Source: an optimization exercise on an open RTL-to-GDS flow (aim: small area, a short achievable clock period and few clock cycles). Production flows keep margins and buffers that such runs may drop.
In this exercise RTL edits were held to simulation tests only and were not proved equivalent to the original.
Power and IR drop assume default switching activity.

## strv2_vlc_enc
module strv2_vlc_enc (
    input  wire        clk,
    input  wire        rst,             
    input  wire        start,
    input  wire [15:0] cfg_mbtotal,     
    input  wire        in_valid,
    output wire        in_ready,
    input  wire [15:0] in_data,
    output reg         out_valid,
    input  wire        out_ready,
    output wire [15:0] out_data,
    output reg         done,            
    output reg         fault,           
    output reg  [1:0]  err_code,        
    output wire [31:0] code_count,      
    output wire [15:0] hdr_count,       
    output reg  [5:0]  qscale           
);
Size: about 180 flip-flops, about 110 I/O pins, ~12000 sq um of cells after synthesis.
clock: 10.0 ns
lec_check: 0
abc_area: 1
cap_margin: 20
core_margin: 2
core_utilization: 60
place_density: 0.75
setup_slack_margin: 5
slew_margin: 20
standard.sh (not shown) runs the stock make flow with config.mk's settings and CLKGATE_MAP_FILE= SYNTH_SCRIPT=/design/flow/synth_recipe.tcl, a recipe that flattens the netlist after the stock synthesis.
==> flow/flow/run.sh <==
#!/bin/bash
bash standard.sh SETUP_SLACK_MARGIN=7 finish > standard.log 2>&1
The first run finished with timing, DRC and antenna clean.
Testbench counts at the start, summed over its fixed seeds: cycles 12,985.
Change:
--- a/flow/design.v
+++ b/flow/design.v
@@ -219,18 +219,16 @@
     wire p_app = l_go && !l_err;
     wire d_go  = (st == S_RUN) && !zero_mb && a_v && (!l_v || l_go);
     wire         drain  = out_valid && out_ready;
     wire [21:0]  a_code = c_code & {22{p_app}};
     wire [W-1:0] ins    = {a_code, {(W-22){1'b0}}} >> fill[4:0];
     wire [W-1:0] merged = bb | ins;
     wire [5:0]   f_nd   = fill + (p_app ? {1'b0, c_len} : 6'd0);
     wire [5:0]   f_d    = (f_nd >= 6'd16) ? f_nd - 6'd16 : 6'd0;
-    wire mb_ld  = (st == S_IDLE) && (!done || start);
-    wire mb_dec = d_go && !dc_next && w_eod && (blk == 3'd5);
     reg [1:0] st_nx;
     always @(*) begin
         st_nx = st;
         case (st)
             S_IDLE: if (start) st_nx = S_RUN;
             S_RUN:  if (zero_mb || p_err) st_nx = S_FLT;
                     else if (p_app && l_fin) st_nx = l_cerr ? S_FLT : S_FIN;
             default: ;
@@ -259,27 +257,26 @@
             l_fin   <= !dc_next && w_eod && last_blk;
             l_err   <= dc_next && (w_eod || bad_q);
             l_cerr  <= cnt_hi;
             l_prog  <= dc_next && w_eod;
             l_hit   <= lk_hit;
             l_tcode <= lk_code;
             l_tlen  <= lk_len;
         end
-        if (mb_ld) begin
+        if (st == S_IDLE && (!done || start)) begin
             mb_rem  <= cfg_mbtotal;
             last_mb <= (cfg_mbtotal == 16'd1);
             zero_mb <= (cfg_mbtotal == 16'd0);
         end else if (st == S_FIN) begin
             mb_rem  <= {5'd0, {1'b0, cnt[15:6]} + {10'd0, |cnt[5:0]}};
-        end else if (mb_dec) begin
+        end else if (d_go && !dc_next && w_eod && (blk == 3'd5)) begin
             mb_rem  <= mb_rem - 16'd1;
             last_mb <= (mb_rem == 16'd2);
         end
-        cnt <= (cnt & {16{!(fresh && d_go)}}) + {15'd0, d_go};
         bb <= (st == S_IDLE) ? {W{1'b0}} : drain ? {merged[W-17:0], 16'd0} : merged;
         if (rst) begin
             st        <= S_IDLE;
             rdy       <= 1'b1;
             a_v       <= 1'b0;
             l_v       <= 1'b0;
             fill      <= 6'd0;
             room      <= 1'b1;
@@ -317,16 +314,17 @@
         end
         if (st == S_IDLE) begin
             dc_next <= 1'b1;
             fresh   <= 1'b1;
             blk     <= 3'd0;
             cnt_hi  <= 1'b0;
         end else if (d_go) begin
             fresh <= 1'b0;
+            cnt   <= fresh ? 16'd1 : cnt + 16'd1;
             if (!fresh && (&cnt[15:6] || cnt == 16'hFFBF))
                 cnt_hi <= 1'b1;
             if (dc_next) begin
                 dc_next <= 1'b0;
                 qscale  <= w_run;
             end else if (w_eod) begin
                 dc_next <= 1'b1;
                 blk     <= (blk == 3'd5) ? 3'd0 : blk + 3'd1;
Result:
- The changed run went through all stages and came out clean
- first-iteration DRC count is higher by 10%
- final cell count is higher by 2.5%
- sequential power is lower by about 1%
- wire length is higher by 5.0%
- hold slack degrades by 6.6 ps
Testbench counts after the change, summed over its fixed seeds: cycles 12,985.

[separate check: timing with driven ports]
Ports are ideal in the flow. The routed layouts listed here were re-timed in OpenROAD. Step 1 (the two cells are an assumption about what drives the block):
set clk [get_ports {clk}]
set_driving_cell -lib_cell sky130_fd_sc_hd__clkbuf_16 $clk
set_driving_cell -lib_cell sky130_fd_sc_hd__buf_2 [delete_from_list [all_inputs] $clk]
Step 2 also shifts input and output timing later by t, the mid clock arrival at the registers, as if the neighbouring blocks saw the same clock. Slacks: ideal / step 1 / step 2; pairs: ideal / step 1.
| run | t, ns | slack for setup (ns) | hold WS [ns] | slew at the worst register clock pin (ns) |
|---|---|---|---|---|
| the first run | 0.481 | 6.977 / 6.929 / 6.540 | 0.441 / 0.441 / 0.441 | 0.08 / 0.08 |
| the second run | 0.485 | 6.958 / 6.907 / 6.632 | 0.434 / 0.434 / 0.434 | 0.08 / 0.08 |
After both steps every run listed still meets setup and hold. For the first run, which loses most, drivers alone change the setup slack by -0.048 ns; drivers and shift together by -0.437 ns.
